From an optimization exercise on the open Yosys and OpenROAD flow, aimed at small area, a short achievable clock period and few clock cycles; shortcuts taken in it are not production practice. The RTL was checked by simulation tests, not by an equivalence proof against the original design. No activity file was given, so power comes from the tool's default toggle rates.

Design ap4s_core, start of the top module:
module ap4s_core (
    input  wire        clk,
    input  wire        rst,
    input  wire        req,
    input  wire        we,
    input  wire [7:0]  addr,
    input  wire [15:0] wdata,
    output reg         ack,
    output reg  [15:0] rdata
);
==> flow/config.mk <==
export PLATFORM = sky130hd
export DESIGN_NAME = ap4s_core
export DESIGN_NICKNAME = ap4s_core
export VERILOG_FILES = /design/flow/design.v
export SDC_FILE = /design/flow/constraint.sdc
export NUM_CORES = 4
export LEC_CHECK = 0
export CAP_MARGIN = 20
export CORE_MARGIN = 2
export CORE_UTILIZATION = 50
export CTS_BUF_LIST = sky130_fd_sc_hd__clkbuf_16
export CTS_CLUSTER_DIAMETER = 60
export CTS_CLUSTER_SIZE = 30
export PLACE_DENSITY = 0.65
export SLEW_MARGIN = 20
==> flow/constraint.sdc <==
create_clock -name core_clock -period 12.0 [get_ports {clk}]
set_input_delay 2.4000 -clock core_clock [delete_from_list [all_inputs] [get_ports {clk}]]
set_output_delay 2.4000 -clock core_clock [all_outputs]
set_load 0.01 [all_outputs]
standard.sh (not shown) runs the stock make flow with config.mk's settings and CLKGATE_MAP_FILE= SYNTH_SCRIPT=/design/flow/synth_recipe.tcl, a recipe that flattens the netlist after the stock synthesis.
==> flow/flow/run.sh <==
#!/bin/bash
set -e
export SETUP_SLACK_MARGIN=6.5
bash standard.sh > standard.log 2>&1
The first run finished with timing, DRC and antenna clean.
Testbench counts at the start, summed over its fixed seeds: cycles 16,192.
Change:
--- a/flow/design.v
+++ b/flow/design.v
@@ -181,15 +181,14 @@
     reg [5:0]   acc0, acc1, acc2, acc3;
     reg [7:0]   ibuf [0:63];
     reg [1:0]   od [2:64];
     reg         busy;             
     reg         enc_ph;           
     reg         num_r;            
     reg         in_field;         
-    reg [7:0]   ch_r;             
     reg [4:0]   cnt;              
     reg         gf_run;           
     reg         gf_exp;           
     reg [5:0]   gop;              
     reg [7:0]   rp;               
     reg [7:0]   ma;               
     reg         pf_v;
@@ -254,15 +253,15 @@
             4'h8, 4'h9, 4'hA:       cmd_legal = (cmd[11:8] == 4'd0);
             4'hC:                   cmd_legal = ((cmd & 16'h0CCC) == 16'd0);
             default:                cmd_legal = 1'b0;
         endcase
     end
     wire [5:0] ib_a    = enc_run ? {1'b0, cnt} : ma[5:0];
     wire [7:0] ib_q    = ibuf[ib_a];
-    wire [7:0] chx   = enc_run ? ch_r : c_ch;
+    wire [7:0] chx   = enc_run ? ib_q : c_ch;
     wire [5:0] ch_ix = cidx_tab(chx[6:0]);
     wire [5:0] ch_c  = c_table(ch_ix);
     wire [3:0] ch_n  = n_table(chx[3:0]);
     wire [5:0] sym;
     wire [5:0] lfsr_in = busy ? sym : c_b6;
     wire [5:0] lm    = acc3 ^ lfsr_in;
     wire [5:0] nacc3 = acc2 ^ gf_mul(lm, 6'd30);
@@ -381,15 +380,15 @@
         end
     end
     wire [7:0] stat_enc = {1'b1, enc_ok, enc_ok ? row_sel : 2'd0, enc_err};
     wire enc_go   = do_cmd && cmd_legal && (c_op == 4'hE);
     wire enc_ok   = (enc_err == E_NONE);
     wire lfsr_run = busy && !enc_ph && !gf_run;
     wire lfsr_end = lfsr_run && (cnt == nsym_m1);
-    wire enc_last = enc_run && (num_r ? (cnt == 5'd25) : (cnt == 5'd20));
+    wire enc_last = enc_run && (num_r ? (cnt == 5'd24) : (cnt == 5'd19));
     always @(posedge clk) begin
         if (do_ibuf) ibuf[addr[5:0]] <= wdata[7:0];
     end
     wire [1:0] nd0 = in_field ? ch_n[3:2] : 2'd3;
     wire [1:0] nd1 = in_field ? ch_n[1:0] : 2'd3;
     wire [1:0] ad0 = in_field ? ch_c[5:4] : 2'd3;
     wire [1:0] ad1 = in_field ? ch_c[3:2] : 2'd3;
@@ -510,17 +509,16 @@
             ilen       <= 7'd0;
             acc0 <= 6'd0; acc1 <= 6'd0; acc2 <= 6'd0; acc3 <= 6'd0;
             busy       <= 1'b0;
             enc_ph     <= 1'b0;
             gf_run     <= 1'b0;
         end else begin
             if (enc_run) begin
-                cnt  <= cnt + 5'd1;
-                ch_r <= ib_q;
-                if (cnt == ilen[4:0]) in_field <= 1'b0;
+                cnt <= cnt + 5'd1;
+                if (cnt + 5'd1 == ilen[4:0]) in_field <= 1'b0;
                 if (enc_last) begin
                     enc_ph <= 1'b0;
                     cnt    <= 5'd0;
                     acc0 <= 6'd0; acc1 <= 6'd0; acc2 <= 6'd0; acc3 <= 6'd0;
                 end
             end
             if (lfsr_run) begin
@@ -565,16 +563,15 @@
                     gop    <= c_b6;
                 end
                 if (enc_go) begin
                     stat_btype <= enc_ok ? row_sel : 2'd0;
                     if (enc_ok) begin
                         busy     <= 1'b1;
                         enc_ph   <= 1'b1;
-                        cnt      <= 5'd11;
-                        ch_r     <= s[10];
+                        cnt      <= 5'd10;
                         num_r    <= is_numeric;
                         in_field <= !cust_none;
                     end
                 end
             end
         end
     end
The new run completed without violations. Wire length went up by 9.2%. Global-route usage went up by 2.6 points. Core utilization went up by 2.9 points. Power went up by 1.6%. Via count went up by 4.1%. Final area went up by 3.1%. Setup slack gets worse by 0.10 ns.
Testbench counts after the change, summed over its fixed seeds: cycles 16,192.

what the ideal ports hide:
Ports are ideal in the flow. The routed layouts listed here were re-timed in OpenROAD. Step 1: set_driving_cell puts a clkbuf_16 on clk and a buf_2 on each other input, an assumption about the parent block. Step 2 adds t to the input delays and takes it off the output delays; t is the mean of the earliest and latest rising clock arrival at the registers after step 1. Input paths then give back, and output paths get back, about the clock's delay inside the block. a / b / c = ideal / step 1 / step 2; a / b = the first two.
run | shift t [ns] | setup WS [ns] | hold slack, ns | pins driven straight from the clock port
the first run | 0.733 | 6.211 / 6.133 / 5.847 | 0.468 / 0.468 / 0.468 | 1
the second run | 0.732 | 6.110 / 6.057 / 5.429 | 0.474 / 0.474 / 0.474 | 1
After both steps setup and hold are still met in every run listed. For the second run, which loses most, drivers alone change the setup slack by -0.053 ns; drivers and shift together by -0.681 ns.
